What follows belongs to an exercise in optimizing a design on an open flow for small area, a short achievable clock period and few clock cycles per item; a production flow would make more cautious choices.
At most, simulation tests tie the RTL to the original design; equivalence was not proved.
The RTL of runs 1 and 2 was laid out without a check of its function.
No activity file was given, so power comes from the tool's default toggle rates.

### flow/config.mk
export PLATFORM = sky130hd
export DESIGN_NAME = tfv_frontend
export DESIGN_NICKNAME = tfv_frontend
export VERILOG_FILES = /design/flow/design.v
export SDC_FILE = /design/flow/constraint.sdc
export NUM_CORES = 4
export LEC_CHECK = 0
export CAP_MARGIN = 20
export CORE_MARGIN = 2
export CORE_UTILIZATION = 40
export SETUP_SLACK_MARGIN = 3.2
export SLEW_MARGIN = 20
### flow/standard.sh
#!/bin/bash
# synth_recipe.tcl (not shown) runs the flow's synth.tcl, then flattens the netlist and writes it again
# the make line also repeats each setting of config.mk as NAME=value (left out here)
make -C /OpenROAD-flow-scripts/flow DESIGN_CONFIG=/design/flow/config.mk WORK_HOME=/design/flow/orfs CLKGATE_MAP_FILE= SYNTH_SCRIPT=/design/flow/synth_recipe.tcl "${@:-finish}"
### flow/flow/run.sh
#!/bin/bash
export BUFFER_PORTS_ARGS="-buffer_cell sky130_fd_sc_hd__buf_1"
bash standard.sh > standard.log 2>&1
### flow/design.v
module tfv_frontend (
    input              clk,
    input              rst,             
    input              start,           
    input              clear,           
    input      [7:0]   codec_sel,       
    input      [1:0]   transport_sel,   
    input      [31:0]  buf_len,         
    output             mem_req,
    output     [10:0]  mem_addr,
    input              mem_gnt,
    input      [7:0]   mem_rdata,
    output     [1:0]   state,           
    output     [3:0]   err_code,
    output     [7:0]   err_detail,
    output     [31:0]  err_offset,
    output     [63:0]  err_expected,
    output     [63:0]  err_actual,
    output     [15:0]  crc_result,
    output     [7:0]   rec_count,
    output     [31:0]  rec_size,
    output             dg_valid,
    output     [15:0]  dg_packet_id,
    output     [7:0]   dg_seq_id,
    output     [15:0]  dg_decl_len,
    output     [119:0] dev_id
);
    localparam [1:0] ST_IDLE = 2'd0, ST_BUSY = 2'd1, ST_OK = 2'd2, ST_ERR = 2'd3;
    localparam [3:0] E_INVALID_PARAM = 4'd1, E_TOO_SHORT = 4'd2, E_LENGTH = 4'd3,
                     E_PREAMBLE = 4'd4, E_CHECKSUM = 4'd5, E_MARKER = 4'd6,
                     E_DEVID_LEN = 4'd7, E_CODEC = 4'd8, E_REC_COUNT = 4'd9;
    localparam [2:0] K_NONE  = 3'd0,
                     K_LEN   = 3'd1,    
                     K_PRE   = 3'd2,    
                     K_CODEC = 3'd3,    
                     K_N1    = 3'd4,    
                     K_N2    = 3'd5,    
                     K_IDL   = 3'd6,    
                     K_LAST  = 3'd7;    
    reg [1:0]   st;
    reg         nerr;          
    reg         nok;           
    reg         ndg;           
    reg [7:0]   codec_r;
    reg [1:0]   tr_r;
    reg [11:0]  nx;            
    wire        dg = tr_r[0];
    reg         rq;
    reg [10:0]  ra;            
    reg         pre;           
    reg         dv;            
    reg [2:0]   dk;            
    reg         dc;            
    reg [143:0] srn;           
    wire [143:0] sr = ~srn;
    reg [15:0]  crc;
    reg [7:0]   n1;
    reg         cm;            
    reg         nm;            
    reg [10:0]  q;
    reg [7:0]   rm;
    reg [3:0]   dcnt;
    reg         dact;
    reg         ep;            
    reg         ep2;           
    reg         ra11;          
    reg  [1:0]  ksel;          
    reg         n2ne;          
    reg         tz;            
    reg         fin;           
    reg         cbad;          
    reg [3:0]   code;
    reg [1:0]   sub;           
    reg [1:0]   det;           
    function [15:0] crc8;
        input [15:0] c;
        input [7:0]  b;
        integer k;
        begin
            crc8 = c ^ {8'h00, b};
            for (k = 0; k < 8; k = k + 1)
                crc8 = crc8[0] ? ((crc8 >> 1) ^ 16'hA001) : (crc8 >> 1);
        end
    endfunction
    wire in_codec_ok = (codec_sel == 8'h08) || (codec_sel == 8'h8E) || (codec_sel == 8'h10);
    wire in_n_big    = (buf_len > 32'd2048);
    wire in_short    = transport_sel[0] ? (buf_len < 32'd2) : (buf_len < 32'd8);
    wire in_dg_pre   = (buf_len[11:0] >= 12'd26);
    wire take_start  = (st != ST_BUSY) && start && !clear;
    wire take_clear  = (st != ST_BUSY) && clear;
    wire [10:0] ra_inc = ra + 11'd1;
    reg  [10:0] ra_nx;
    reg         rq_last;
    reg  [2:0]  rk;
    always @* begin
        ra_nx   = ra_inc;
        rq_last = 1'b0;
        rk      = K_NONE;
        if (!dg) begin
            if (ra == 11'd7) ra_nx = 11'd0;
            if (ra == 11'd3) ra_nx = 11'd8;
            rq_last = (ra == nx[10:0]);
            if (ra == 11'd7)      rk = K_LEN;
            else if (ra == 11'd3) rk = K_PRE;
            else if (ra == 11'd8) rk = K_CODEC;
            else if (ra == 11'd9) rk = K_N1;
            else if (rq_last)     rk = K_LAST;
        end else if (pre) begin
            if (ra == 11'd23)      begin ra_nx = 11'd24;             rk = K_CODEC; end
            else if (ra == 11'd24) begin ra_nx = nx[10:0] + 11'd1;   rk = K_N1; end
            else                   begin ra_nx = 11'd0;              rk = K_N2; end
        end else begin
            case (ra[4:0])
            5'd1: ra_nx = 11'd4;
            5'd4: ra_nx = 11'd6;
            5'd7: ra_nx = 11'd2;
            5'd3: ra_nx = 11'd5;
            5'd5: ra_nx = 11'd8;
            default: ;
            endcase
            rq_last = (ra == 11'd22) || (ra == 11'd1 && nx < 12'd21);
            if (ra == 11'd1)       rk = K_LEN;
            else if (ra == 11'd4)  rk = K_PRE;
            else if (ra == 11'd7)  rk = K_IDL;
            else if (ra == 11'd22) rk = K_LAST;
        end
    end
    wire take = rq && mem_gnt;
    wire        proc  = (st == ST_BUSY) && dv && !ep && !fin;
    wire [7:0]  rd    = mem_rdata;
    wire [31:0] low   = {sr[23:0], rd};
    wire [12:0] nm11  = {1'b0, nx} - 13'd11;
    wire        len_eq = dg ? (low[15:0] == {4'd0, nx})
                            : (!nm11[12] && low == {20'd0, nm11[11:0]});
    wire [8:0]  dsh   = {rm, q[10]};
    wire        dfit  = dsh >= {1'b0, n1};
    wire [8:0]  dsub  = dsh - {1'b0, n1};
    wire        plen_lt3 = dg ? (nx < 12'd24) : (nx < 12'd14);
    wire        cb_now   = !dg && !(tz && low[15:0] == crc);
    wire        n2_bad   = !dg && !cm && n2ne;
    wire        fe_cb    = fin ? cbad : cb_now;
    wire        fe_nm    = fin ? nm : (nm || n2_bad);
    reg         fe_ok;
    reg  [3:0]  fe_code;
    reg  [1:0]  fe_sub;
    always @* begin
        fe_ok   = 1'b0;
        fe_code = 4'd0;
        fe_sub  = 2'd0;
        if (fe_cb) begin
            fe_code = E_CHECKSUM;
        end else if (plen_lt3) begin
            fe_code = E_TOO_SHORT; fe_sub = 2'd2;
        end else if (cm) begin
            fe_code = E_CODEC;
        end else if (fe_nm) begin
            fe_code = E_REC_COUNT;
        end else if (n1 == 8'd0) begin
            if (q != 11'd0) begin
                fe_code = E_REC_COUNT; fe_sub = 2'd1;
            end else
                fe_ok = 1'b1;
        end else if (rm != 8'd0) begin
            fe_code = E_REC_COUNT; fe_sub = 2'd2;
        end else
            fe_ok = 1'b1;
    end
    wire [10:0] pbase = dg ? 11'd23 : 11'd8;
    reg  [11:0] nk;
    always @* begin
        if (ksel[0])      nk = 12'hFFD;                   
        else if (ksel[1]) nk = dg ? 12'h001 : 12'hFFC;    
        else              nk = dg ? 12'h002 : 12'h001;    
    end
    wire [11:0] nadd  = nx + nk;
    wire [11:0] nr    = {ra11, ra};    
    wire [1:0]  plen2 = dg ? nx[1:0] - 2'd1 : nx[1:0] + 2'd1;
    wire [32:0] lexp  = {1'b0, dg ? 16'd0 : sr[31:16], sr[15:0]} + (dg ? 33'd2 : 33'd12);
    reg [10:0] off;
    reg [32:0] exp_v;
    reg [31:0] act_v;
    always @* begin
        off   = 11'd0;
        exp_v = 33'd0;
        act_v = sr[31:0];
        case (code)
        E_INVALID_PARAM: begin
            exp_v = (sub == 2'd3) ? 33'd2048 : 33'd0;
            if (sub == 2'd1) act_v = {24'd0, codec_r};
            if (sub == 2'd2) act_v = {30'd0, tr_r};
        end
        E_TOO_SHORT: begin
            if (sub == 2'd2) begin
                off = pbase; exp_v = 33'd3; act_v = {30'd0, plen2};
            end else begin
                exp_v = (sub == 2'd1) ? 33'd23 : dg ? 33'd2 : 33'd8;
                act_v = {20'd0, nr};
            end
        end
        E_LENGTH: begin
            off = dg ? 11'd0 : 11'd4; exp_v = sr[64:32]; act_v = {20'd0, nr};
        end
        E_CHECKSUM: begin
            off = ra; exp_v = {17'd0, crc};
        end
        E_MARKER: begin
            off = 11'd4; exp_v = 33'd1; act_v = {24'd0, sr[7:0]};
        end
        E_DEVID_LEN: begin
            off = 11'd6; exp_v = 33'd15; act_v = {16'd0, sr[15:0]};
        end
        E_CODEC: begin
            off = pbase; exp_v = {25'd0, codec_r}; act_v = {24'd0, rm};
        end
        E_REC_COUNT: begin
            if (sub == 2'd0) begin
                off = ra; exp_v = {25'd0, n1}; act_v = {24'd0, rm};
            end else begin
                off = pbase + 11'd2;
                act_v = (sub == 2'd1) ? {21'd0, q} : {24'd0, rm};
            end
        end
        default: ;
        endcase
    end
    always @(posedge clk) begin
        dv <= take;
        if (take) begin
            ra <= ra_nx;
            dk <= rk;
            dc <= !dg && (ra >= 11'd11) && !rq_last;
            if (dg && pre && ra != 11'd23 && ra != 11'd24)
                pre <= 1'b0;
            if (rq_last)
                rq <= 1'b0;
        end
        if (dact && st == ST_BUSY) begin
            rm   <= dfit ? dsub[7:0] : dsh[7:0];
            q    <= {q[9:0], dfit};
            dcnt <= dcnt - 4'd1;
            if (dcnt == 4'd0)
                dact <= 1'b0;
        end
        if (rst) begin
            st   <= ST_IDLE;
            nerr <= 1'b1;
            nok  <= 1'b1;
            ndg  <= 1'b1;
            rq   <= 1'b0;
            ra   <= 11'd0;
            code <= 4'd0;
            det  <= 2'd0;
            crc  <= 16'd0;
        end else if (st != ST_BUSY) begin
            if (take_clear) begin
                st   <= ST_IDLE;
                nerr <= 1'b1;
                nok  <= 1'b1;
                ndg  <= 1'b1;
                ra   <= 11'd0;
                code <= 4'd0;
                det  <= 2'd0;
                crc  <= 16'd0;
            end else if (take_start) begin
                st      <= ST_BUSY;
                nerr    <= 1'b1;
                nok     <= 1'b1;
                ndg     <= 1'b1;
                codec_r <= codec_sel;
                tr_r    <= transport_sel;
                nx      <= buf_len[11:0] - (transport_sel[0] ? 12'd2 : 12'd1);
                srn[31:0] <= ~buf_len;    
                crc     <= 16'd0;
                cm      <= 1'b0;
                nm      <= 1'b0;
                fin     <= 1'b0;
                dact    <= 1'b0;
                q       <= buf_len[10:0] - (transport_sel[0] ? 11'd26 : 11'd15);
                ep      <= 1'b1;
                ep2     <= 1'b0;
                ksel    <= 2'd0;
                rq      <= 1'b0;
                sub     <= 2'd0;
                det     <= 2'd0;
                if (!in_codec_ok) begin
                    code <= E_INVALID_PARAM; sub <= 2'd1; det <= 2'd1;
                end else if (transport_sel[1]) begin
                    code <= E_INVALID_PARAM; sub <= 2'd2; det <= 2'd2;
                end else if (in_n_big) begin
                    code <= E_INVALID_PARAM; sub <= 2'd3; det <= 2'd3;
                end else if (in_short) begin
                    code <= E_TOO_SHORT;
                end else begin
                    code <= 4'd0;
                    ep   <= 1'b0;
                    rq   <= 1'b1;
                    if (!transport_sel[0]) begin
                        ra <= 11'd4; pre <= 1'b0;
                    end else if (in_dg_pre) begin
                        ra <= 11'd23; pre <= 1'b1;
                    end else begin
                        ra <= 11'd0; pre <= 1'b0;
                    end
                end
            end
        end else begin
            if (ep2) begin
                st        <= ST_ERR;
                nerr      <= 1'b0;
                ra        <= off;
                srn[64:0] <= ~{exp_v, act_v};
            end else if (ep) begin
                ep2        <= 1'b1;
                ra         <= nadd[10:0];
                ra11       <= nadd[11];
                srn[64:32] <= ~lexp;
            end else if (fin) begin
                if (!dact) begin
                    if (fe_ok) begin
                        st <= ST_OK; nok <= 1'b0; ndg <= !dg; ra <= 11'd0;
                    end else begin
                        ep <= 1'b1;
                    end
                    code <= fe_code;
                    sub  <= fe_sub;
                    ksel <= {fe_code == E_REC_COUNT && fe_sub == 2'd0, fe_code == E_CHECKSUM};
                end
            end else if (proc) begin
                srn <= {srn[135:0], ~rd};
                n2ne <= (sr[23:16] != n1);
                tz   <= (sr[15:0] == 16'd0);
                if (dc)
                    crc <= crc8(crc, sr[23:16]);
                case (dk)
                K_LEN: begin
                    if (!len_eq) begin
                        code <= E_LENGTH; ep <= 1'b1; rq <= 1'b0;
                    end else if (dg && nx < 12'd21) begin
                        code <= E_TOO_SHORT; sub <= 2'd1; ep <= 1'b1; rq <= 1'b0;
                    end
                end
                K_PRE: begin
                    if (dg ? (rd != 8'd1) : (low != 32'd0)) begin
                        code <= dg ? E_MARKER : E_PREAMBLE; ep <= 1'b1; rq <= 1'b0;
                    end
                end
                K_IDL: begin
                    if (low[15:0] != 16'd15) begin
                        code <= E_DEVID_LEN; ep <= 1'b1; rq <= 1'b0;
                    end
                end
                K_CODEC: begin
                    if (rd != codec_r) begin
                        cm <= 1'b1; rm <= rd;
                    end
                end
                K_N1: begin
                    n1 <= rd;
                    if (rd != 8'd0 && !cm) begin
                        dact <= 1'b1; rm <= 8'd0; dcnt <= 4'd10;
                    end
                end
                K_N2: begin
                    if (!cm && rd != n1) begin
                        nm <= 1'b1; rm <= rd; dact <= 1'b0;
                    end
                end
                K_LAST: begin
                    cbad <= cb_now;
                    if (n2_bad) begin
                        nm <= 1'b1; rm <= sr[31:24]; dact <= 1'b0;
                    end
                    if (dact && !n2_bad) begin
                        fin <= 1'b1;
                    end else begin
                        if (fe_ok) begin
                            st <= ST_OK; nok <= 1'b0; ndg <= !dg; ra <= 11'd0;
                        end else begin
                            ep <= 1'b1;
                        end
                        code <= fe_code;
                        sub  <= fe_sub;
                        ksel <= {fe_code == E_REC_COUNT && fe_sub == 2'd0, fe_code == E_CHECKSUM};
                    end
                end
                default: ;
                endcase
            end
        end
    end
    assign mem_req      = rq;
    assign mem_addr     = ra;
    assign state        = st;
    assign err_code     = code;
    assign err_detail   = {6'd0, det};
    assign err_offset   = {21'd0, ra};
    assign err_expected = {31'd0, !nerr ? sr[64:32] : 33'd0};
    assign err_actual   = {32'd0, !nerr ? sr[31:0] : 32'd0};
    assign crc_result   = crc;
    assign rec_count    = !nok ? n1 : 8'd0;
    assign rec_size     = !nok ? {21'd0, q} : 32'd0;
    assign dg_valid     = !ndg;
    assign dg_packet_id = !ndg ? sr[143:128] : 16'd0;
    assign dg_seq_id    = !ndg ? sr[127:120] : 8'd0;
    assign dg_decl_len  = !ndg ? {5'd0, nx[10:0]} : 16'd0;
    assign dev_id       = !ndg ? sr[119:0] : 120'd0;
endmodule
### flow/constraint.sdc
create_clock -name core_clock -period 6.0 [get_ports {clk}]
set_input_delay 1.2000 -clock core_clock [delete_from_list [all_inputs] [get_ports {clk}]]
set_output_delay 1.2000 -clock core_clock [all_outputs]
set_load 0.01 [all_outputs]
==> summary.txt, run 1 <==
Global route
  – Total global routing overflow: 0
  – First-pass GRT wire length: 109000 µm
  – Number of global-route vias before repair: between 15000 and 20000
  – Maximum number of pins on one net before global-route repair: 82
  – Number of antenna violations at the first check in global routing: 2
  – Global routing usage summed across all routing layers: between 30% and 40%

Routing
  – Iter 0 DRT Violations: 2276
  – Via/cell ratio: between 5 and 6
  – Post-route DRC violation count: 0
  – Mean routed wirelength per cell: roughly 25 µm
  – Number of iterations in the first detailed-routing pass: 6
  – Antenna Violating Nets Remaining: 0
  – Detailed-route via count: between 15000 and 20000
  – Final wirelength: 80900 µm

Synth
  – Proportion of netlist area held by the largest area contributor: between 30% and 40%
  – Number of enable-type register cells in the synthesized netlist: 191
  – Leading post-synthesis cells by cell area: edfxtp_1 (31%), nor2_1 (7.5%), dfxtp_1 (7.1%), buf_4 (5.2%), xnor2_1 (4.1%)
  – Post-synthesis cell count: approximately 2200
  – Count of unique library cells instantiated by Yosys: 90
  – Flip-flop and latch count after synthesis: 256
  – Most used standard cell by instance count after synthesis: nor2_1
  – Post-synth top cells: nor2_1 (368), edfxtp_1 (191), nand2_1 (147), clkbuf_1 (136), buf_4 (128)
  – Proportion of synthesized chip area in sequential cells: 38.4%
  – Proportion of synthesized flip-flops having asynchronous set or reset: 0%
  – Mapped cell area: between 0.015 and 0.02 mm²
  – Count of synthesis-stage warnings from yosys: 1
  – Dominant cell type by area after synthesis: edfxtp_1
  – Syn Area/Cell: approximately 8.5 µm²
  – Most instantiated flip-flop cell in the synthesis netlist: edfxtp_1

Floorplan
  – Height of the chip: around 220 µm
  – Die Wd: about 220 µm
  – Boundary pin count: 458
  – Std cell rows: between 70 and 80
  – Die area: between 0.04 and 0.05 mm²
  – Initial standard-cell utilization of the core: 40.5%
  – Area of the core: approximately 0.045 mm²

Cells and area
  – Finished layout cell area: approximately 0.024 mm²
  – Fill cell count: about 4100
  – Final net count: approximately 2700
  – Antenna diode count: 0
  – Area growth from synthesis to layout: 33.1%
  – Layout cell share with drive strength beyond 1: 24.1%

Setup path
  – Endpoint of the most critical setup path: ra[10]$_SDFFE_PP0P_
  – Crit start category: flip-flop
  – First element of the critical path: tr_r[0]$_DFFE_PP_
  – Cell mode on critical path: ha_4
  – Critical path peak fanout: 3
  – Kind of end point of the critical path: flip-flop
  – Worst-path cell chain: buf_6, inv_6, ha_4, or2_4, ha_4, inv_2, fa_2, nor2b_4, o2111ai_2, a31oi_2, a31oi_1, xor2_1, a21o_1, a22o_1, a211oi_2
  – FF-to-FF End: ra[10]$_SDFFE_PP0P_
  – Crit path arrival time: between 3 and 4 ns
  – Critical path's slowest cell: edfxtp_1
  – Classification of the worst setup path: reg2reg
  – CP required: around 6.5 ns
  – Highest cell delay on the worst timing path: roughly 0.44 ns
  – Depth of the most critical reg-to-reg path: 15
  – Launch point of the worst reg-to-reg path: tr_r[0]$_DFFE_PP_
  – Flop2flop setup slack: 2.98 ns

Status
  – Run status: finished clean

Clocking
  – Clock-pin slew on the worst setup and hold paths: roughly 0.060 ns
  – Source-to-sink clock delay at the later pin of the worst-skew pair: about 0.61 ns
  – Count of H-tree levels built during CTS: 1
  – Clock buffer depth: 3
  – CTS sink cnt: about 260
  – Number of buffers created by CTS: 30
  – CTS root buf: clkbuf_16
  – CTS tree: done

Placement
  – Routability congestion estimate from global placement: about 0.94
  – DP HPWL: roughly 52000 µm
  – Number of buffer cells added on primary ports: roughly 340
  – Post-DP Area: 0.0195 mm²

Timing
  – Slew @ Worst Pin: approximately 0.94 ns
  – Max-slew violation total from the final report: 0
  – Final count of hold timing violations: 0
  – Final setup violation count: 0
  – Clock Skews: between 0.02 and 0.025 ns
  – F_max: 331 MHz
  – RSZ-0062 raised after global routing: true
  – Time the worst path needs with I/O delays and setup: about 3.0 ns
  – Setup TNS after final layout: 0 ns
  – Final cycle utilization of the critical path: about half
  – Worst slew margin relative to its limit: between 30% and 40%

Pwr
  – Total power density per cell area: between 150 and 200 mW/mm²
  – Leakage power of the design: between 8 and 9 nW
  – Maximum VDD drop: approximately 240 µV

Flow run
  – Maximum capacitance violations: 0

Min path
  – Worst Hold Class: reg2reg
## final cells by class
type                            instances  area, µm²  area share [%]
Multi-Input combinational cell       1674      11300            46.2
Sequential cell                       256       7060            28.9
Timing Repair Buffer                  548       4130            16.9
Clock buffer                           45        868            3.56
Tap cell                              600        751            3.08
Inverter                               57        225           0.923
Clock inverter                         11        113           0.461
## per-layer routing
layer,global-route usage [%],routed length (µm),up-vias
met5,0,14,-
met4,12.4,3960,4
met3,5.01,8250,245
met2,48.2,37000,1342
met1,41.3,31700,9183
li1,-,-,8280
## repair_timing
| item | in CTS | in global routing |
|---|---|---|
| resized for setup | 137 | 548 |
| endpoints found under the setup margin | 502 | 333 |
| gates cloned | 5 | 16 |
| hold buffers | 0 | 0 |
| pin swaps | 45 | 129 |
| setup buffers | 98 | 66 |
## power by group
| group | switching (W) | internal (W) | leakage, nW |
|---|---|---|---|
| registers | 0.000160 | 0.00199 | 2.26 |
| logic | 0.000510 | 0.000345 | 6.19 |
| clock network | 0.000793 | 0.00105 | 0.481 |
## worst max-delay path, delay by kind of cell (launching register included)
kind	cells	cell delay (ns)
flip-flops	1	0.44
AND/OR/NAND/NOR	2	0.29
AO/OA/AOI/OAI	6	0.98
XOR/XNOR	1	0.32
buffers and inverters	3	0.27
adder cells (fa/ha/maj)	3	0.57
## worst min path at each step
stage / start / to / slack [ns] / cells after the start
2_1_floorplan: srn[92]$_DFFE_PP_ / srn[100]$_DFFE_PP_ / 0.43 / 0
3_3_place_gp: srn[82]$_DFFE_PP_ / srn[90]$_DFFE_PP_ / 0.43 / 0
3_5_place_dp: srn[126]$_DFFE_PP_ / srn[134]$_DFFE_PP_ / 0.43 / 0
4_1_cts: srn[114]$_DFFE_PP_ / srn[122]$_DFFE_PP_ / 0.45 / 0
5_1_grt: srn[91]$_DFFE_PP_ / srn[99]$_DFFE_PP_ / 0.46 / 0
6_report: srn[114]$_DFFE_PP_ / srn[122]$_DFFE_PP_ / 0.45 / 0
## logic make-up after synthesis
group	Yosys count	share of synthesized area, %
XOR/XNOR	166	7.93
adder cells (fa/ha/maj)	45	3.23
flip-flops	256	38.4
AND/OR/NAND/NOR	844	21.9
buffers and inverters	353	10.1
other	1	0.0204
multiplexers	24	1.35
AO/OA/AOI/OAI	476	17.1
## through the flow
| stage | util, % | std cells | hold slack [ns] | power [W] | setup slack, ns |
|---|---|---|---|---|---|
| 5_1_grt | 53.9 | 3191 | 0.460 | 0.00499 | 2.95 |
| 3_3_place_gp | 43.1 | 2950 | 0.433 | 0.00287 | 1.89 |
| 6_report | 53.9 | 3191 | 0.446 | 0.00484 | 2.98 |
| 2_1_floorplan | - | 2280 | 0.427 | 0.00269 | 2.58 |
| 3_5_place_dp | 43.1 | 2950 | 0.434 | 0.00288 | 1.85 |
| 4_1_cts | 48.3 | 3109 | 0.447 | 0.00477 | 2.98 |
## cell usage in the layout, fill, tap and decap left out, types with 15 or more instances in the layout
| master | Yosys | layout |
|---|---|---|
| clkbuf_16 | 0 | 42 |
| xnor2_1 | 85 | 82 |
| ha_1 | 41 | 30 |
| clkbuf_2 | 0 | 18 |
| dfxtp_1 | 65 | 52 |
| buf_6 | 2 | 96 |
| inv_1 | 56 | 50 |
| nor4_1 | 40 | 36 |
| edfxtp_1 | 191 | 191 |
| xor2_1 | 81 | 77 |
| and3_1 | 18 | 16 |
| buf_4 | 128 | 166 |
| conb_1 | 1 | 116 |
| buf_12 | 0 | 18 |
| a21oi_1 | 104 | 94 |
| nand3_1 | 71 | 70 |
| o211ai_1 | 40 | 40 |
| nor3_1 | 37 | 31 |
| mux2i_1 | 21 | 20 |
| nor2_4 | 0 | 84 |
| o22ai_1 | 16 | 15 |
| a22oi_1 | 24 | 24 |
| buf_1 | 9 | 216 |
| nand2_1 | 147 | 140 |
| nor2b_1 | 39 | 36 |
| o21ai_0 | 115 | 101 |
| a31oi_1 | 20 | 18 |
| nand4_1 | 22 | 22 |
| nor2_1 | 368 | 272 |
==> run 2: changes to the inputs <==
--- a/flow/design.v
+++ b/flow/design.v
@@ -77,7 +77,8 @@
         input [7:0]  b;
-        integer k;
+        reg   [7:0]  t;
+        reg          p;
         begin
-            crc8 = c ^ {8'h00, b};
-            for (k = 0; k < 8; k = k + 1)
-                crc8 = crc8[0] ? ((crc8 >> 1) ^ 16'hA001) : (crc8 >> 1);
+            t    = c[7:0] ^ b;
+            p    = ^t;
+            crc8 = {8'h00, c[15:8]} ^ {2'b00, t, 6'd0} ^ {1'b0, t, 7'd0} ^ {p, p, 13'd0, p};
         end
--- a/flow/config.mk
+++ b/flow/config.mk
@@ -10,3 +10,4 @@
 export CORE_UTILIZATION = 40
-export SETUP_SLACK_MARGIN = 3.2
+export CTS_BUF_LIST = sky130_fd_sc_hd__clkbuf_4 sky130_fd_sc_hd__clkbuf_8
+export SETUP_SLACK_MARGIN = 3.0
 export SLEW_MARGIN = 20
==> run 2 against run 1 <==
Net effect:
- final cell count down 0.88%
- sequential share of layout area up 2.7 points
- sequential power up 2%
- core utilization down 4.8 points
- die area up 0.36%
- combinational power up 25%
- design area down 8.7%
- clock-buffer cell count up 25
- total power up 3.4%
- global-route usage down 0.71 points
- highest routed layer is now met4
==> summary.txt, run 2 <==
Floorplan
  – Die Wd: 219 µm (+0.18%)
  – Die area: 0.0477 mm² (+0.36%)
  – Boundary pin count: 458 (unchanged)
  – Std cell rows: 78 (unchanged)
  – Area of the core: 0.0454 mm² (+0.22%)
  – Height of the chip: 219 µm (+0.18%)
  – Initial standard-cell utilization of the core: 40.6% (+0.062 points)

Cells and area
  – Area of the multi-input gates: 0.0107 mm² (-4.8%)
  – Antenna diode count: 0 (unchanged)
  – Final net count: 2626 (-1.5%)
  – Most common library cell in the layout ignoring fill and taps: nor2_1
  – Fill cell count: 4375 (+6.4%)
  – Area used by sequential logic in the layout: 0.00705 mm² (-0.11%)
  – Layout cell share with drive strength beyond 1: 14.4% (-9.8 points)
  – Leading cell types in the layout, fill and taps excluded: nor2_1 (381), buf_1 (335), edfxtp_1 (191)
  – Area growth from synthesis to layout: 21.1%
  – Post-layout instance count excluding filler cells: 3163 (-0.88%)

Synth
  – Count of unique library cells instantiated by Yosys: 78 (-13%)
  – Count of synthesis-stage warnings from yosys: 1 (unchanged)
  – Proportion of synthesized chip area in sequential cells: 38.2% (-0.14 points)
  – Number of enable-type register cells in the synthesized netlist: 191 (unchanged)
  – Most instantiated flip-flop cell in the synthesis netlist: edfxtp_1
  – Mapped cell area: 0.0184 mm² (+0.37%)
  – Leading post-synthesis cells by cell area: edfxtp_1 (31%), nor2_1 (7.9%), dfxtp_1 (7.1%), buf_4 (5.2%), xnor2_1 (4.2%)
  – Post-synthesis cell count: 2183 (+0.83%)
  – Dominant cell type by area after synthesis: edfxtp_1
  – Proportion of synthesized flip-flops having asynchronous set or reset: 0% (unchanged)
  – Post-synth top cells: nor2_1 (388), edfxtp_1 (191), nand2_1 (151), clkbuf_1 (149), buf_4 (127)
  – Most used standard cell by instance count after synthesis: nor2_1
  – Syn Area/Cell: 8.43 µm² (-0.46%)
  – Proportion of netlist area held by the largest area contributor: 31.2% (-0.11 points)
  – Flip-flop and latch count after synthesis: 256 (unchanged)

Routing
  – Antenna Violating Nets Remaining: 0 (unchanged)
  – Iter 0 DRT Violations: 2025 (-11%)
  – Mean routed wirelength per cell: 23.8 µm (-6.0%)
  – Number of iterations in the first detailed-routing pass: 5 (-1)
  – Final wirelength: 75400 µm (-6.9%)
  – Via/cell ratio: 5.83 (-2.4%)
  – Detailed-route via count: 18435 (-3.2%)
  – Post-route DRC violation count: 0 (unchanged)

Setup path
  – Cell mode on critical path: a211oi_1
  – Critical path peak fanout: 3 (unchanged)
  – Kind of end point of the critical path: flip-flop
  – Critical path's slowest cell: edfxtp_1
  – Top Family by Delay on Critical Path: compound AO/OA/AOI/OAI gates
  – Classification of the worst setup path: reg2reg
  – Highest cell delay on the worst timing path: 0.39 ns (-0.05 ns)
  – Crit path arrival time: 3.69 ns (+0.21 ns)
  – Crit start category: flip-flop
  – Bufs and invs on worst path: 3 (unchanged)
  – Worst-path cell chain: clkinvlp_4, buf_12, ha_4, or2_2, ha_2, inv_1, fa_2, nor2b_2, o2111ai_2, a31oi_2, a31oi_1, xor2_1, a211oi_1, o21ai_1, a211oi_1
  – CP required: 6.55 ns (+0.09 ns)

Clocking
  – CTS root buf: clkbuf_8
  – Source-to-sink clock delay at the later pin of the worst-skew pair: 0.63 ns (+0.02 ns)
  – Number of buffers created by CTS: 46 (+53%)
  – Clock-pin slew on the worst setup and hold paths: 0.07 ns (about the same)
  – Count of H-tree levels built during CTS: 2 (+1)
  – CTS tree: done
  – CTS sink cnt: 256 (unchanged)
  – Clock buffer depth: 3 (unchanged)
  – Post-cts hold buffer count: 0 (unchanged)

Global route
  – Number of global-route vias before repair: 16801 (-0.25%)
  – Global routing usage summed across all routing layers: 29.7% (-0.71 points)
  – First-pass GRT wire length: 107000 µm (-1.7%)
  – Total global routing overflow: 0 (unchanged)
  – Number of antenna violations at the first check in global routing: 1 (-1)
  – Maximum number of pins on one net before global-route repair: 81 (-1.2%)

Timing
  – Final cycle utilization of the critical path: 52.4% (+2.1 points)
  – F_max: 318 MHz (-4.0%)
  – Setup TNS after final layout: 0 ns (unchanged)
  – Final setup margin: 2.85 ns (-0.126 ns)
  – Time the worst path needs with I/O delays and setup: 3.15 ns (+0.126 ns)
  – Clock Skews: 0.0165 ns (-0.00538 ns)
  – Final setup violation count: 0 (unchanged)
  – RSZ-0062 raised after global routing: true
  – Hold WS: 0.445 ns (-0.00112 ns)
  – Slew @ Worst Pin: 1.05 ns (+0.111 ns)
  – Final count of hold timing violations: 0 (unchanged)
  – Worst slew margin relative to its limit: 29.3% (-8.0 points)
  – Max-slew violation total from the final report: 0 (unchanged)

Pwr
  – Total power density per cell area: 224 mW/mm² (+13%)
  – Total design power: 0.00500 W (+3.4%)
  – Maximum VDD drop: 232 µV (-1.6%)
  – Leakage power of the design: 8.02 nW (-10%)

Placement
  – Pre-CTS setup slack: 1.84 ns (-0.00988 ns)
  – DP HPWL: 51500 µm (-0.12%)
  – Number of buffer cells added on primary ports: 341 (unchanged)
  – Routability congestion estimate from global placement: 0.926 (-1.4%)
  – Post-placement cell count: 2967 (+0.58%)

Status
  – Run status: finished clean

Min path
  – Worst Hold Class: reg2reg

Flow run
  – Maximum capacitance violations: 0 (unchanged)
==> run 2: cells by family (layout without fill, tap and decap cells) <==
family	Yosys count	count (layout)	synth area share [%]
AOI/OAI and AO/OA	468	468	17.2
adders and majority gates	45	45	3.22
muxes	27	27	1.49
xor gates and xnor gates	163	163	7.76
buffers and inverters	361	625	10.1
other	1	116	0.0204
and+or+nand+nor	862	863	22.1
DFF	256	256	38.2
==> run 2: area by class of cell <==
class	count	share of cell area, %
repair buffers	480	11.5
clock inverters	15	0.556
clock buffers	70	3.70
flip-flops and latches	256	31.6
well taps	600	3.37
inverters	59	1.04
repair inverters	1	0.0225
multi-input cells	1682	48.1
==> run 2: final timing paths <==
path	cells past startpoint	slack, ns	startpoint	to
worst max register to register	15	2.85	tr_r[0]$_DFFE_PP_	ra[10]$_SDFFE_PP0P_
worst max-delay path	15	2.85	tr_r[0]$_DFFE_PP_	ra[10]$_SDFFE_PP0P_
worst min register to register	0	0.45	srn[131]$_DFFE_PP_	srn[139]$_DFFE_PP_
worst min-delay path	0	0.45	srn[131]$_DFFE_PP_	srn[139]$_DFFE_PP_
==> run 2: stage by stage <==
stage          util [%]  cell area, µm²
2_1_floorplan         -           19200
3_3_place_gp       43.5           19700
3_5_place_dp       43.5           19800
4_1_cts            47.8           21700
5_1_grt            49.1           22300
6_report           49.1           22300
==> run 2: worst register-to-register path, delay by kind of cell (launching register included) <==
family | cells | cell delay, ns
AOI/OAI and AO/OA | 6 | 1.08
adders and majority gates | 3 | 0.79
DFF | 1 | 0.39
buffers and inverters | 3 | 0.38
and+or+nand+nor | 2 | 0.25
xor gates and xnor gates | 1 | 0.18
==> run 2: report_power, final <==
| group | internal [W] | switching (W) | leakage [nW] |
|---|---|---|---|
| Clock | 0.000933 | 0.000800 | 0.506 |
| Combinational | 0.000439 | 0.000630 | 5.25 |
| Sequential | 0.00201 | 0.000194 | 2.26 |
| Total | 0.00338 | 0.00162 | 8.02 |
==> run 2: per-layer routing <==
metal / global-route usage (%) / vias up / wire length [µm] / share of wire [%]
met1: 40.0 / 8795 / 31100 / 41
met3: 5.46 / 233 / 7270 / 9.6
met4: 14.3 / 0 / 3870 / 5.1
met5: 0 / - / 0 / 0
li1: - / 8269 / - / -
met2: 45.9 / 1138 / 33100 / 44
==> run 2: timing repair <==
item | in CTS | in global routing
buffers inserted | 68 | 38
endpoints found under the setup margin | 344 | 168
gates resized for setup | 74 | 58
cloned | 2 | 2
pin swaps | 34 | 27
==> run 3: changes to the inputs <==
--- a/flow/design.v
+++ b/flow/design.v
@@ -66,3 +66,3 @@
     reg         ra11;          
-    reg  [1:0]  ksel;          
+    reg  [1:0]  kc;            
     reg         n2ne;          
@@ -171,5 +171,8 @@
     always @* begin
-        if (ksel[0])      nk = 12'hFFD;                   
-        else if (ksel[1]) nk = dg ? 12'h001 : 12'hFFC;    
-        else              nk = dg ? 12'h002 : 12'h001;    
+        case (kc)
+        2'd0:    nk = 12'h001;    
+        2'd1:    nk = 12'h002;    
+        2'd2:    nk = 12'hFFD;    
+        default: nk = 12'hFFC;    
+        endcase
     end
@@ -281,3 +284,3 @@
                 ep2     <= 1'b0;
-                ksel    <= 2'd0;
+                kc      <= {1'b0, transport_sel[0]};
                 rq      <= 1'b0;
@@ -297,9 +300,9 @@
                     rq   <= 1'b1;
-                    if (!transport_sel[0]) begin
-                        ra <= 11'd4; pre <= 1'b0;
-                    end else if (in_dg_pre) begin
-                        ra <= 11'd23; pre <= 1'b1;
-                    end else begin
-                        ra <= 11'd0; pre <= 1'b0;
-                    end
+                end
+                if (!transport_sel[0]) begin
+                    ra <= 11'd4; pre <= 1'b0;
+                end else if (in_dg_pre) begin
+                    ra <= 11'd23; pre <= 1'b1;
+                end else begin
+                    ra <= 11'd0; pre <= 1'b0;
                 end
@@ -326,3 +329,6 @@
                     sub  <= fe_sub;
-                    ksel <= {fe_code == E_REC_COUNT && fe_sub == 2'd0, fe_code == E_CHECKSUM};
+                    if (fe_code == E_CHECKSUM)
+                        kc <= 2'd2;
+                    else if (fe_code == E_REC_COUNT && fe_sub == 2'd0)
+                        kc <= dg ? 2'd0 : 2'd3;
                 end
@@ -383,3 +389,6 @@
                         sub  <= fe_sub;
-                        ksel <= {fe_code == E_REC_COUNT && fe_sub == 2'd0, fe_code == E_CHECKSUM};
+                        if (fe_code == E_CHECKSUM)
+                        kc <= 2'd2;
+                    else if (fe_code == E_REC_COUNT && fe_sub == 2'd0)
+                        kc <= dg ? 2'd0 : 2'd3;
                     end
--- a/flow/config.mk
+++ b/flow/config.mk
@@ -7,2 +7,3 @@
 export LEC_CHECK = 0
+export ABC_CLOCK_PERIOD_IN_PS = 3000
 export CAP_MARGIN = 20
@@ -10,3 +11,2 @@
 export CORE_UTILIZATION = 40
-export CTS_BUF_LIST = sky130_fd_sc_hd__clkbuf_4 sky130_fd_sc_hd__clkbuf_8
 export SETUP_SLACK_MARGIN = 3.0
==> run 3 against run 2 <==
Net effect:
- die area shrank 0.50%
- clock power rose by 8%
- core utilization down 1.0 points
- first-iteration DRC count up 14%
- setup slack better by 0.13 ns
- sequential share of layout area grew 0.75 points
- via count down 0.31%
- critical path depth decreased by 6
- critical path type unchanged
- critical endpoint is now srn[52]$_DFFE_PP_
==> summary.txt, run 3 <==
Cells and area
  – Layout cell share with drive strength beyond 1: 11.5% (-2.9 points)
  – Area growth from synthesis to layout: 18.9%
  – Most common library cell in the layout ignoring fill and taps: nor2_1
  – Area used by sequential logic in the layout: 0.00705 mm² (about the same)
  – Leading cell types in the layout, fill and taps excluded: nor2_1 (397), buf_1 (331), edfxtp_1 (191)
  – Finished layout cell area: 0.0218 mm² (-2.3%)
  – Area of the multi-input gates: 0.0103 mm² (-4.2%)
  – Antenna diode count: 0 (unchanged)
  – Fill cell count: 4498 (+2.8%)
  – Final net count: 2613 (-0.50%)

Routing
  – Mean routed wirelength per cell: 23.5 µm (-1.4%)
  – Number of iterations in the first detailed-routing pass: 6 (+1)
  – Detailed-route via count: 18377 (-0.31%)
  – Final wirelength: 73800 µm (-2.1%)
  – Via/cell ratio: 5.85 (+0.45%)
  – Post-route DRC violation count: 0 (unchanged)
  – Antenna Violating Nets Remaining: 0 (unchanged)
  – Iter 0 DRT Violations: 2318 (+14%)

Setup path
  – FF-to-FF End: srn[52]$_DFFE_PP_
  – Classification of the worst setup path: reg2reg
  – Depth of the most critical reg-to-reg path: 9 (-6)
  – Kind of end point of the critical path: flip-flop
  – Critical path peak fanout: 3 (unchanged)
  – Crit path arrival time: 3.36 ns (-0.33 ns)
  – Endpoint of the most critical setup path: srn[52]$_DFFE_PP_
  – Flop2flop setup slack: 2.98 ns (+0.13 ns)
  – CP required: 6.34 ns (-0.21 ns)
  – Crit start category: flip-flop

Timing
  – Final cycle utilization of the critical path: 50.3% (-2.2 points)
  – Final count of hold timing violations: 0 (unchanged)
  – Setup TNS after final layout: 0 ns (unchanged)
  – Final setup violation count: 0 (unchanged)
  – Slew @ Worst Pin: 1.05 ns (-0.00602 ns)
  – Clock Skews: 0.0174 ns (+0.000882 ns)
  – Time the worst path needs with I/O delays and setup: 3.02 ns (-0.130 ns)
  – F_max: 332 MHz (+4.3%)
  – Max-slew violation total from the final report: 0 (unchanged)
  – Worst slew margin relative to its limit: 30.3% (+1.0 points)
  – Final setup margin: 2.98 ns (+0.130 ns)
  – RSZ-0062 raised after global routing: true

Clocking
  – CTS sink cnt: 256 (unchanged)
  – Clock buffer depth: 3 (unchanged)
  – Count of H-tree levels built during CTS: 1 (-1)
  – CTS tree: done
  – Source-to-sink clock delay at the later pin of the worst-skew pair: 0.60 ns (-0.03 ns)
  – CTS root buf: clkbuf_16
  – Post-cts hold buffer count: 0 (unchanged)
  – Number of buffers created by CTS: 30 (-35%)
  – Clock-pin slew on the worst setup and hold paths: 0.06 ns (about the same)

Flow run
  – Maximum capacitance violations: 0 (unchanged)

Global route
  – Global routing usage summed across all routing layers: 29.5% (-0.26 points)
  – Total global routing overflow: 0 (unchanged)
  – Number of global-route vias before repair: 16416 (-2.3%)
  – First-pass GRT wire length: 106000 µm (-1.4%)
  – Maximum number of pins on one net before global-route repair: 99 (+22%)
  – Number of antenna violations at the first check in global routing: 1 (unchanged)

Floorplan
  – Area of the core: 0.0453 mm² (-0.22%)
  – Height of the chip: 218 µm (-0.25%)
  – Die area: 0.0475 mm² (-0.50%)
  – Initial standard-cell utilization of the core: 40.4% (-0.12 points)
  – Boundary pin count: 458 (unchanged)
  – Std cell rows: 78 (unchanged)
  – Die Wd: 218 µm (-0.25%)

Synth
  – Proportion of synthesized chip area in sequential cells: 38.4% (+0.20 points)
  – Most used standard cell by instance count after synthesis: nor2_1
  – Most instantiated flip-flop cell in the synthesis netlist: edfxtp_1
  – Proportion of netlist area held by the largest area contributor: 31.3% (+0.16 points)
  – Count of unique library cells instantiated by Yosys: 81 (+3.8%)
  – Leading post-synthesis cells by cell area: edfxtp_1 (31%), nor2_1 (8.2%), dfxtp_1 (7.1%), xnor2_1 (5.5%), buf_4 (5.2%)
  – Post-synth top cells: nor2_1 (401), edfxtp_1 (191), nand2_1 (172), clkbuf_1 (145), buf_4 (128)
  – Syn Area/Cell: 8.38 µm² (-0.60%)
  – Mapped cell area: 0.0183 mm² (-0.51%)
  – Number of enable-type register cells in the synthesized netlist: 191 (unchanged)
  – Count of synthesis-stage warnings from yosys: 1 (unchanged)
  – Flip-flop and latch count after synthesis: 256 (unchanged)
  – Dominant cell type by area after synthesis: edfxtp_1
  – Proportion of synthesized flip-flops having asynchronous set or reset: 0% (unchanged)
  – Post-synthesis cell count: 2185 (+0.092%)

Min path
  – Worst Hold Class: reg2reg

Pwr
  – Total design power: 0.00509 W (+1.8%)
  – Maximum VDD drop: 245 µV (+5.9%)
  – Leakage power of the design: 7.65 nW (-4.6%)
  – Total power density per cell area: 234 mW/mm² (+4.2%)

Placement
  – Pre-CTS setup slack: 2.18 ns (+0.344 ns)
  – Routability congestion estimate from global placement: 0.967 (+4.5%)
  – Number of buffer cells added on primary ports: 341 (unchanged)
  – DP HPWL: 51800 µm (+0.51%)
  – Post-DP Area: 0.0195 mm² (-1.2%)

Status
  – Run status: finished clean
-- run 3: cell types whose count changed in the layout (fill, tap and decap cells not counted), moves of 20 or more --
cell	change
clkbuf_8	-46
o21ai_0	-27
nand2_1	+21
xor2_1	-20
clkbuf_16	+29
clkbuf_4	-22
xnor2_1	+33
-- run 3: cell families after synthesis --
logic type	after synthesis	synth area share (%)
and+or+nand+nor	901	23.0
AOI/OAI and AO/OA	448	16.5
buffers and inverters	352	9.94
DFF	256	38.4
xor gates and xnor gates	169	8.08
adders and majority gates	43	3.10
muxes	15	0.847
other	1	0.0205
-- run 3: how the worst min path moves through the flow --
| stage | from | to | slack, ns | cells after the start |
|---|---|---|---|---|
| CTS | srn[104]$_DFFE_PP_ | srn[112]$_DFFE_PP_ | 0.45 | 0 |
| floorplan | srn[92]$_DFFE_PP_ | srn[100]$_DFFE_PP_ | 0.43 | 0 |
| finish | srn[104]$_DFFE_PP_ | srn[112]$_DFFE_PP_ | 0.45 | 0 |
| global placement | srn[129]$_DFFE_PP_ | srn[137]$_DFFE_PP_ | 0.43 | 0 |
| global route | srn[104]$_DFFE_PP_ | srn[112]$_DFFE_PP_ | 0.46 | 0 |
| detailed placement | srn[125]$_DFFE_PP_ | srn[133]$_DFFE_PP_ | 0.43 | 0 |
-- run 3: final cells by class --
class,instances,share of cell area [%]
multi-input cells,1692,47.2
flip-flops and latches,256,32.4
repair buffers,477,11.3
clock buffers,36,3.64
well taps,600,3.45
inverters,57,1.06
clock inverters,20,0.954
repair inverters,1,0.0345
-- run 3: through the flow --
step                      std cells  hold slack, ns  util, %
final                          3139           0.450     48.1
after global routing           3139           0.457     48.1
after CTS                      3103           0.448     47.0
after detailed placement       2972           0.433     43.1
after global placement         2971           0.435     43.1
after floorplan                2300           0.427        -
-- run 3: worst max-delay path, cell delays in order, from the launching register on --
cell	delay, ns
edfxtp_1	0.53
buf_6	0.18
or4_4	0.56
nor3_4	0.27
buf_6	0.14
nand2_2	0.06
or4_4	0.42
xor2_1	0.17
mux2_2	0.26
o22a_1	0.17
-- run 3: timing repair --
action | in CTS | in global routing
hold endpoints to repair | 0 | 0
buffers inserted | 74 | 36
setup endpoints to repair | 358 | 106
cloned | 1 | 0
pin swaps | 6 | 17
resized for setup | 44 | 66
-- run 3: report_power, final --
part	switching (W)	internal [W]	total, W
combinational	0.000615	0.000435	0.00105
clock	0.000787	0.00108	0.00186
sequential	0.000184	0.00200	0.00218
total	0.00159	0.00351	0.00509
-- run 3: routing by layer --
| layer | GRT usage [%] | routed length [µm] | vias to the layer above |
|---|---|---|---|
| met1 | 41.0 | 30200 | 8764 |
| met4 | 11.7 | 3500 | 0 |
| met2 | 45.9 | 33000 | 1208 |
| met3 | 4.27 | 7050 | 210 |
| met5 | 0 | 0 | - |
| li1 | - | - | 8195 |
Testbench counts of run 3, summed over its fixed seeds: cycles 62,792, frames 384.
==> run 4: changes to the inputs <==
--- a/flow/config.mk
+++ b/flow/config.mk
@@ -7,6 +7,5 @@
 export LEC_CHECK = 0
-export ABC_CLOCK_PERIOD_IN_PS = 3000
 export CAP_MARGIN = 20
 export CORE_MARGIN = 2
-export CORE_UTILIZATION = 40
+export CORE_UTILIZATION = 60
 export SETUP_SLACK_MARGIN = 3.0
==> run 4 against run 3 <==
Net effect:
- total power is 0.88% lower
- sequential power about the same
- global-route usage up 12 points
- synthesized cell count is the same
==> summary.txt, run 4 <==
Timing
  – F_max: 333 MHz (+0.36%)
  – Time the worst path needs with I/O delays and setup: 3.00 ns (-0.0108 ns)
  – Final setup violation count: 0 (unchanged)
  – Setup TNS after final layout: 0 ns (unchanged)
  – Max-slew violation total from the final report: 0 (unchanged)
  – Final setup margin: 3.00 ns (+0.0108 ns)
  – RSZ-0062 raised after global routing: true
  – Final cycle utilization of the critical path: 50.1% (-0.18 points)
  – Final count of hold timing violations: 0 (unchanged)
  – Worst slew margin relative to its limit: 28.0% (-2.3 points)
  – Clock Skews: 0.0122 ns (-0.00524 ns)
  – Slew @ Worst Pin: 1.08 ns (+0.0343 ns)

Global route
  – Maximum number of pins on one net before global-route repair: 100 (+1.0%)
  – GR met3 Demand/Resource: 10.5% (+6.2 points)
  – Met2 usage in global routing: 63.3% (+17 points)
  – Global routing usage summed across all routing layers: 41.4% (+12 points)
  – Number of antenna violations at the first check in global routing: 1 (unchanged)
  – First-pass GRT wire length: 99200 µm (-6.0%)
  – Layer with the highest usage after global routing: met2
  – Total global routing overflow: 0 (unchanged)
  – Number of global-route vias before repair: 16464 (+0.29%)
  – M1 GR Usage: 54.4% (+13 points)

Setup path
  – Top Family by Delay on Critical Path: simple AND/OR/NAND/NOR gates
  – FF-to-FF End: srn[64]$_DFFE_PP_
  – Endpoint of the most critical setup path: srn[64]$_DFFE_PP_
  – Kind of end point of the critical path: flip-flop
  – Critical path peak fanout: 6 (+3)
  – Depth of the most critical reg-to-reg path: 10 (+1)
  – CP required: 6.29 ns (-0.05 ns)
  – Bufs and invs on worst path: 1 (-1)
  – First element of the critical path: tr_r[0]$_DFFE_PP_
  – Total number of cells along the worst setup path: 10 (+1)
  – Launch point of the worst reg-to-reg path: tr_r[0]$_DFFE_PP_
  – Classification of the worst setup path: reg2reg
  – Cell mode on critical path: o21ai_1
  – Flop2flop setup slack: 3.00 ns (about the same)
  – Critical path's slowest cell: or4_1
  – Worst-path cell chain: clkinvlp_4, ha_4, a21o_1, a21oi_4, nor3_4, nand4_1, or2_1, or4_1, o21ai_1, o21ai_1
  – Crit start category: flip-flop
  – Highest cell delay on the worst timing path: 0.51 ns (-0.05 ns)
  – Crit path arrival time: 3.29 ns (-0.07 ns)

Cells and area
  – Post-layout instance count excluding filler cells: 2903 (-7.5%)
  – Area growth from synthesis to layout: 16.8%
  – Final core occ: 71.6% (+23 points)
  – Final net count: 2588 (-0.96%)
  – Layout cell share with drive strength beyond 1: 10.5% (-0.99 points)
  – Leading cell types in the layout, fill and taps excluded: nor2_1 (398), buf_1 (328), edfxtp_1 (191)
  – Most common library cell in the layout ignoring fill and taps: nor2_1

Flow run
  – Maximum capacitance violations: 0 (unchanged)

Synth
  – Flip-flop and latch count after synthesis: 256 (unchanged)
  – Number of enable-type register cells in the synthesized netlist: 191 (unchanged)
  – Syn Area/Cell: 8.38 µm² (unchanged)
  – Proportion of netlist area held by the largest area contributor: 31.3% (unchanged)
  – Mapped cell area: 0.0183 mm² (unchanged)
  – Most instantiated flip-flop cell in the synthesis netlist: edfxtp_1
  – Post-synthesis cell count: 2185 (unchanged)
  – Leading post-synthesis cells by cell area: edfxtp_1 (31%), nor2_1 (8.2%), dfxtp_1 (7.1%), xnor2_1 (5.5%), buf_4 (5.2%)
  – Dominant cell type by area after synthesis: edfxtp_1
  – Count of unique library cells instantiated by Yosys: 81 (unchanged)
  – Most used standard cell by instance count after synthesis: nor2_1
  – Post-synth top cells: nor2_1 (401), edfxtp_1 (191), nand2_1 (172), clkbuf_1 (145), buf_4 (128)
  – Proportion of synthesized chip area in sequential cells: 38.4% (unchanged)
  – Proportion of synthesized flip-flops having asynchronous set or reset: 0% (unchanged)
  – Count of synthesis-stage warnings from yosys: 1 (unchanged)

Status
  – Run status: finished clean

Pwr
  – Total design power: 0.00505 W (-0.88%)
  – Reg power frac: 43.3% (+0.5 points)
  – Leakage power of the design: 7.57 nW (-1.1%)
  – Net load switching power: 0.00156 W (-1.5%)
  – Clock network power share: 36.1% (-0.5 points)
  – Power Internal: 0.00349 W (-0.62%)
  – Maximum VDD drop: 256 µV (+4.2%)
  – Switching part of the total: 31.0% (-0.18 points)
  – Total power density per cell area: 236 mW/mm² (+0.95%)
  – Logic gate share of total power: 20.6% (about the same)

Routing
  – Antenna Violating Nets Remaining: 0 (unchanged)
  – Mean routed wirelength per cell: 24.0 µm (+2.0%)
  – Iter 0 DRT Violations: 2688 (+16%)
  – Number of iterations in the first detailed-routing pass: 6 (unchanged)
  – Via/cell ratio: 6.43 (+9.8%)
  – Post-route DRC violation count: 0 (unchanged)
  – Final wirelength: 69600 µm (-5.6%)
  – Detailed-route via count: 18669 (+1.6%)

Floorplan
  – Initial standard-cell utilization of the core: 61.3% (+21 points)
  – Std cell rows: 63 (-19%)
  – Height of the chip: 179 µm (-18%)
  – Die Wd: 179 µm (-18%)
  – Boundary pin count: 458 (unchanged)
  – Die area: 0.0319 mm² (-33%)
  – Area of the core: 0.0299 mm² (-34%)

Placement
  – Post-placement cell count: 2757 (-7.2%)
  – DP HPWL: 47600 µm (-8.1%)
  – Number of buffer cells added on primary ports: 341 (unchanged)
  – Pre-CTS setup slack: 2.20 ns (+0.0132 ns)
  – Routability congestion estimate from global placement: 0.990 (+2.4%)

Clocking
  – CTS root buf: clkbuf_16
  – Source-to-sink clock delay at the later pin of the worst-skew pair: 0.57 ns (-0.03 ns)
  – CTS tree: done
  – Count of H-tree levels built during CTS: 1 (unchanged)
  – CTS sink cnt: 256 (unchanged)
  – Number of buffers created by CTS: 28 (-6.7%)
  – Clock buffer depth: 3 (unchanged)
  – Post-cts hold buffer count: 0 (unchanged)
  – Clock-pin slew on the worst setup and hold paths: 0.07 ns (about the same)

Min path
  – Worst Hold Class: reg2reg
-- run 4: timing repair --
action | 4_1_cts | 5_1_grt
pin swaps | 8 | 16
resized for setup | 47 | 53
endpoints found under the setup margin | 314 | 193
setup buffers | 54 | 37
cloned | 2 | 0
-- run 4: how the worst min path moves through the flow --
| stage | cells after the start | slack [ns] | from | endpoint |
|---|---|---|---|---|
| after global routing | 0 | 0.46 | srn[125]$_DFFE_PP_ | srn[133]$_DFFE_PP_ |
| after detailed placement | 0 | 0.43 | srn[129]$_DFFE_PP_ | srn[137]$_DFFE_PP_ |
| final | 0 | 0.45 | srn[69]$_DFFE_PP_ | srn[77]$_DFFE_PP_ |
| after global placement | 0 | 0.43 | srn[124]$_DFFE_PP_ | srn[132]$_DFFE_PP_ |
| after CTS | 0 | 0.45 | srn[129]$_DFFE_PP_ | srn[137]$_DFFE_PP_ |
| after floorplan | 0 | 0.43 | srn[92]$_DFFE_PP_ | srn[100]$_DFFE_PP_ |
-- run 4: final cells by class --
type	instances	area (µm²)
Antenna cell	1	2.50
Clock buffer	36	782
Clock inverter	16	191
Fill cell	2385	8490
Inverter	57	228
Multi-Input combinational cell	1692	10300
Sequential cell	256	7050
Tap cell	390	488
Timing Repair Buffer	455	2360
-- run 4: power groups by stage --
| stage | logic (W) | registers, W | clock network [W] |
|---|---|---|---|
| global placement | 0.000851 | 0.00224 | 0 |
| CTS | 0.000969 | 0.00218 | 0.00182 |
| finish | 0.00104 | 0.00219 | 0.00182 |
| floorplan | 0.000770 | 0.00211 | 0 |
| detailed placement | 0.000861 | 0.00224 | 0 |
| global route | 0.00112 | 0.00219 | 0.00189 |
-- run 4: worst register-to-register path, cell delays in order (launching register included) --
cell,delay [ns]
edfxtp_1,0.45
clkinvlp_4,0.26
ha_4,0.33
a21o_1,0.15
a21oi_4,0.10
nor3_4,0.32
nand4_1,0.16
or2_1,0.27
or4_1,0.51
o21ai_1,0.11
o21ai_1,0.07
-- run 4: cells by family (layout without fill, tap and decap cells) --
group / count (synthesis) / in the layout / synth area share [%]
compound gates: 448 / 448 / 16.5
simple gates: 901 / 901 / 23.0
other cells: 1 / 117 / 0.0205
flops: 256 / 256 / 38.4
xor+xnor: 169 / 169 / 8.08
buf+inv: 352 / 564 / 9.94
mux: 15 / 15 / 0.847
fa+ha+maj: 43 / 43 / 3.10
-- run 4: per-layer routing --
metal  vias up  part of all wire, %
met4         0                  5.6
met3       325                   14
met5         -                    0
met1      8675                   36
met2      1535                   45
li1       8134                    -
-- run 4: per-stage QoR --
| step | instance area (µm²) | hold slack (ns) |
|---|---|---|
| after floorplan | 19000 | 0.427 |
| after global placement | 19200 | 0.432 |
| after detailed placement | 19200 | 0.434 |
| after CTS | 20900 | 0.449 |
| after global routing | 21400 | 0.457 |
| final | 21400 | 0.451 |
==> run 5: changes to the inputs <==
--- a/flow/config.mk
+++ b/flow/config.mk
@@ -7,5 +7,6 @@
 export LEC_CHECK = 0
+export ABC_AREA = 1
 export CAP_MARGIN = 20
 export CORE_MARGIN = 2
-export CORE_UTILIZATION = 60
+export CORE_UTILIZATION = 40
 export SETUP_SLACK_MARGIN = 3.0
==> run 5 against run 4 <==
Net effect:
- still clean on timing, DRC and antenna
- sequential power increased by about 10%
- area after synthesis increased by 3.8%
- core utilization decreased by 25 points
- clock-buffer cell count decreased by 5
- die area increased by 54%
- flip-flop and latch count unchanged
- maximum frequency increased by 0.49%
- critical path depth decreased by 8
- clock skew increased by 0.012 ns
- highest routed layer unchanged
==> summary.txt, run 5 <==
Setup path
  – Kind of end point of the critical path: output pin
  – Critical path peak fanout: 9 (+3)
  – Crit start category: flip-flop
  – Launch point of the worst reg-to-reg path: code[1]$_SDFFE_PP0P_
  – Crit path arrival time: 1.79 ns (-1.50 ns)
  – Classification of the worst setup path: reg2out
  – Depth of the most critical reg-to-reg path: 10 (unchanged)
  – CP required: 4.80 ns (-1.49 ns)

Placement
  – Number of buffer cells added on primary ports: 341 (unchanged)
  – Pre-CTS setup slack: 2.12 ns (-0.0797 ns)
  – Routability congestion estimate from global placement: 0.980 (-1.0%)
  – DP HPWL: 63200 µm (+33%)

Min path
  – Cell depth of the worst hold path: 0 (unchanged)
  – Worst Hold Class: reg2reg
  – Hold Crit Start: srn[72]$_DFFE_PP_

Pwr
  – Leakage power of the design: 8.48 nW (+12%)
  – Total power density per cell area: 286 mW/mm² (+21%)
  – Total design power: 0.00618 W (+22%)
  – Maximum VDD drop: 303 µV (+19%)

Routing
  – Mean routed wirelength per cell: 23.7 µm (-1.0%)
  – Iter 0 DRT Violations: 2360 (-12%)
  – Post-route DRC violation count: 0 (unchanged)
  – Detailed-route via count: 20114 (+7.7%)
  – Number of iterations in the first detailed-routing pass: 9 (+3)
  – Final wirelength: 84000 µm (+21%)
  – Antenna Violating Nets Remaining: 0 (unchanged)
  – Via/cell ratio: 5.69 (-12%)

Synth
  – Dominant cell type by area after synthesis: edfxtp_1
  – Post-synth top cells: nand2_1 (505), nor2_1 (461), inv_1 (248), edfxtp_1 (191), o21ai_0 (160)
  – Flip-flop and latch count after synthesis: 256 (unchanged)
  – Proportion of netlist area held by the largest area contributor: 30.2% (-1.1 points)
  – Mapped cell area: 0.0190 mm² (+3.8%)
  – Most used standard cell by instance count after synthesis: nand2_1
  – Post-synthesis cell count: 2609 (+19%)
  – Count of synthesis-stage warnings from yosys: 1 (unchanged)
  – Proportion of synthesized flip-flops having asynchronous set or reset: 0% (unchanged)
  – Count of unique library cells instantiated by Yosys: 71 (-12%)
  – Number of enable-type register cells in the synthesized netlist: 191 (unchanged)
  – Syn Area/Cell: 7.28 µm² (-13%)
  – Proportion of synthesized chip area in sequential cells: 37.0% (-1.4 points)
  – Leading post-synthesis cells by cell area: edfxtp_1 (30%), nand2_1 (10%), nor2_1 (9.1%), dfxtp_1 (6.8%), buf_4 (5.3%)
  – Most instantiated flip-flop cell in the synthesis netlist: edfxtp_1

Global route
  – Total global routing overflow: 0 (unchanged)
  – Global routing usage summed across all routing layers: 32.2% (-9.2 points)
  – Number of antenna violations at the first check in global routing: 0 (-1)
  – First-pass GRT wire length: 119000 µm (+20%)
  – Number of global-route vias before repair: 17934 (+8.9%)
  – Maximum number of pins on one net before global-route repair: 67 (-33%)

Timing
  – Max-slew violation total from the final report: 0 (unchanged)
  – Worst slew margin relative to its limit: 42.0% (+14 points)
  – F_max: 334 MHz (+0.49%)
  – Setup TNS after final layout: 0 ns (unchanged)
  – Time the worst path needs with I/O delays and setup: 2.99 ns (-0.0145 ns)
  – Final cycle utilization of the critical path: 49.8% (-0.24 points)
  – Final setup margin: 3.01 ns (+0.0145 ns)
  – Final count of hold timing violations: 0 (unchanged)
  – Final setup violation count: 0 (unchanged)
  – RSZ-0062 raised after global routing: true
  – Hold WS: 0.450 ns (-0.000342 ns)
  – Slew @ Worst Pin: 0.870 ns (-0.209 ns)
  – Clock Skews: 0.0245 ns (+0.0123 ns)

Clocking
  – Clock buffer depth: 3 (unchanged)
  – CTS root buf: clkbuf_16
  – Clock-pin slew on the worst setup and hold paths: 0.06 ns (about the same)
  – Post-cts hold buffer count: 0 (unchanged)
  – CTS tree: done
  – Source-to-sink clock delay at the later pin of the worst-skew pair: 0.60 ns (+0.03 ns)
  – Number of buffers created by CTS: 29 (+3.6%)
  – Count of H-tree levels built during CTS: 1 (unchanged)
  – CTS sink cnt: 256 (unchanged)

Floorplan
  – Std cell rows: 79 (+25%)
  – Height of the chip: 222 µm (+24%)
  – Area of the core: 0.0468 mm² (+56%)
  – Die area: 0.0493 mm² (+54%)
  – Die Wd: 222 µm (+24%)
  – Boundary pin count: 458 (unchanged)
  – Initial standard-cell utilization of the core: 40.6% (-21 points)

Cells and area
  – Leading cell types in the layout, fill and taps excluded: nand2_1 (502), nor2_1 (454), buf_1 (335)
  – Layout cell share with drive strength beyond 1: 6.79% (-3.7 points)
  – Antenna diode count: 0 (-1)
  – Area growth from synthesis to layout: 13.8%
  – Most common library cell in the layout ignoring fill and taps: nand2_1
  – Final net count: 3007 (+16%)

Flow run
  – Maximum capacitance violations: 0 (unchanged)

Status
  – Run status: finished clean
## run 5: cell types whose count changed in the layout (fill, tap and decap cells not counted), sizes merged, moves of 44 or more
cell   previous run  this run
a21oi            92       136
o21ai            93       169
inv              56       261
nor2            401       482
xnor2           115        31
buf             449       385
nand2           172       511
nand3            48       122
## run 5: layout make-up
type	instances	area [µm²]
Multi-Input combinational cell	1961	10000
Tap cell	607	759
Sequential cell	256	7050
Fill cell	4856	25100
Clock buffer	31	733
Timing Repair Buffer	391	1810
Clock inverter	22	203
Timing Repair inverter	4	25.0
Inverter	266	1030
## run 5: metal layers
layer  part of all wire, %  up-vias  GRT usage (%)
li1                      -     9094              -
met5                     0        -              0
met1                    41     9539           44.3
met4                   3.4        0           9.90
met2                    45     1295           51.0
met3                    11      186           6.51
## run 5: repair_timing
item                                    4_1_cts  5_1_grt
resized for setup                            25       26
endpoints found under the setup margin      458      158
cloned                                        3        2
pin swaps                                     0        4
setup buffers                                15       13
## run 5: kinds of logic after synthesis
logic type	share of synthesized area [%]
adders and majority gates	2.99
other	0.0197
DFF	37.0
xor gates and xnor gates	4.23
AOI/OAI and AO/OA	15.2
buffers and inverters	13.1
and+or+nand+nor	27.5
## run 5: report_power, final
group | total [W] | internal (W) | switching (W)
logic | 0.00198 | 0.000606 | 0.00138
registers | 0.00241 | 0.00211 | 0.000304
clock network | 0.00179 | 0.00102 | 0.000778
## run 5: path summary, 6_finish.rpt
path                                          end  slack, ns
worst max register to register          flip-flop       3.07
worst min-delay path            srn[80]$_DFFE_PP_       0.45
worst min register to register  srn[80]$_DFFE_PP_       0.45
worst max-delay path                err_actual[0]       3.01
## run 5: worst max-delay path, cell delays in order, from the launching register on
cell      delay [ns]
edfxtp_1        0.68
nor2_1          0.33
buf_1           0.19
## run 5: through the flow
stage | std cells | instance area (µm²) | util (%)
finish | 3538 | 21600 | 46.3
global route | 3538 | 21600 | 46.3
detailed placement | 3451 | 20200 | 43.2
floorplan | 2724 | 19500 | -
CTS | 3522 | 21400 | 45.7
global placement | 3451 | 20200 | 43.2

static timing again, ports no longer ideal:
The results above use ideal ports. As a check the final layouts listed here were re-extracted and re-timed, cells and wires unchanged.
Step 1 (the two cells are an assumption about what drives the block):
set clk [get_ports {clk}]
set_driving_cell -lib_cell sky130_fd_sc_hd__clkbuf_16 $clk
set_driving_cell -lib_cell sky130_fd_sc_hd__buf_2 [delete_from_list [all_inputs] $clk]
Step 2 moves the port delays by t, midway between the first and last clock arrival at a register: inputs arrive t later, outputs are due t later. That takes back most of the time a late clock gives input paths.
Three values: ideal, step 1, step 2; two values: the first two.
| run | t, ns | setup slack, ns | worst slew at a driven data input, ns |
|---|---|---|---|
| run 1 | 0.655 | 2.981 / 2.981 / 2.416 | 0.09 |
| run 2 | 0.671 | 2.855 / 2.855 / 2.211 | 0.07 |
| run 3 | 0.645 | 2.985 / 2.985 / 2.374 | 0.07 |
| run 4 | 0.623 | 2.995 / 2.995 / 2.387 | 0.07 |
| run 5 | 0.641 | 3.010 / 2.952 / 2.456 | 0.07 |
After both steps setup and hold are still met in every run listed. The setup slack of run 2, which loses most, moves by 0.000 ns with the drivers and by -0.644 ns with both steps.
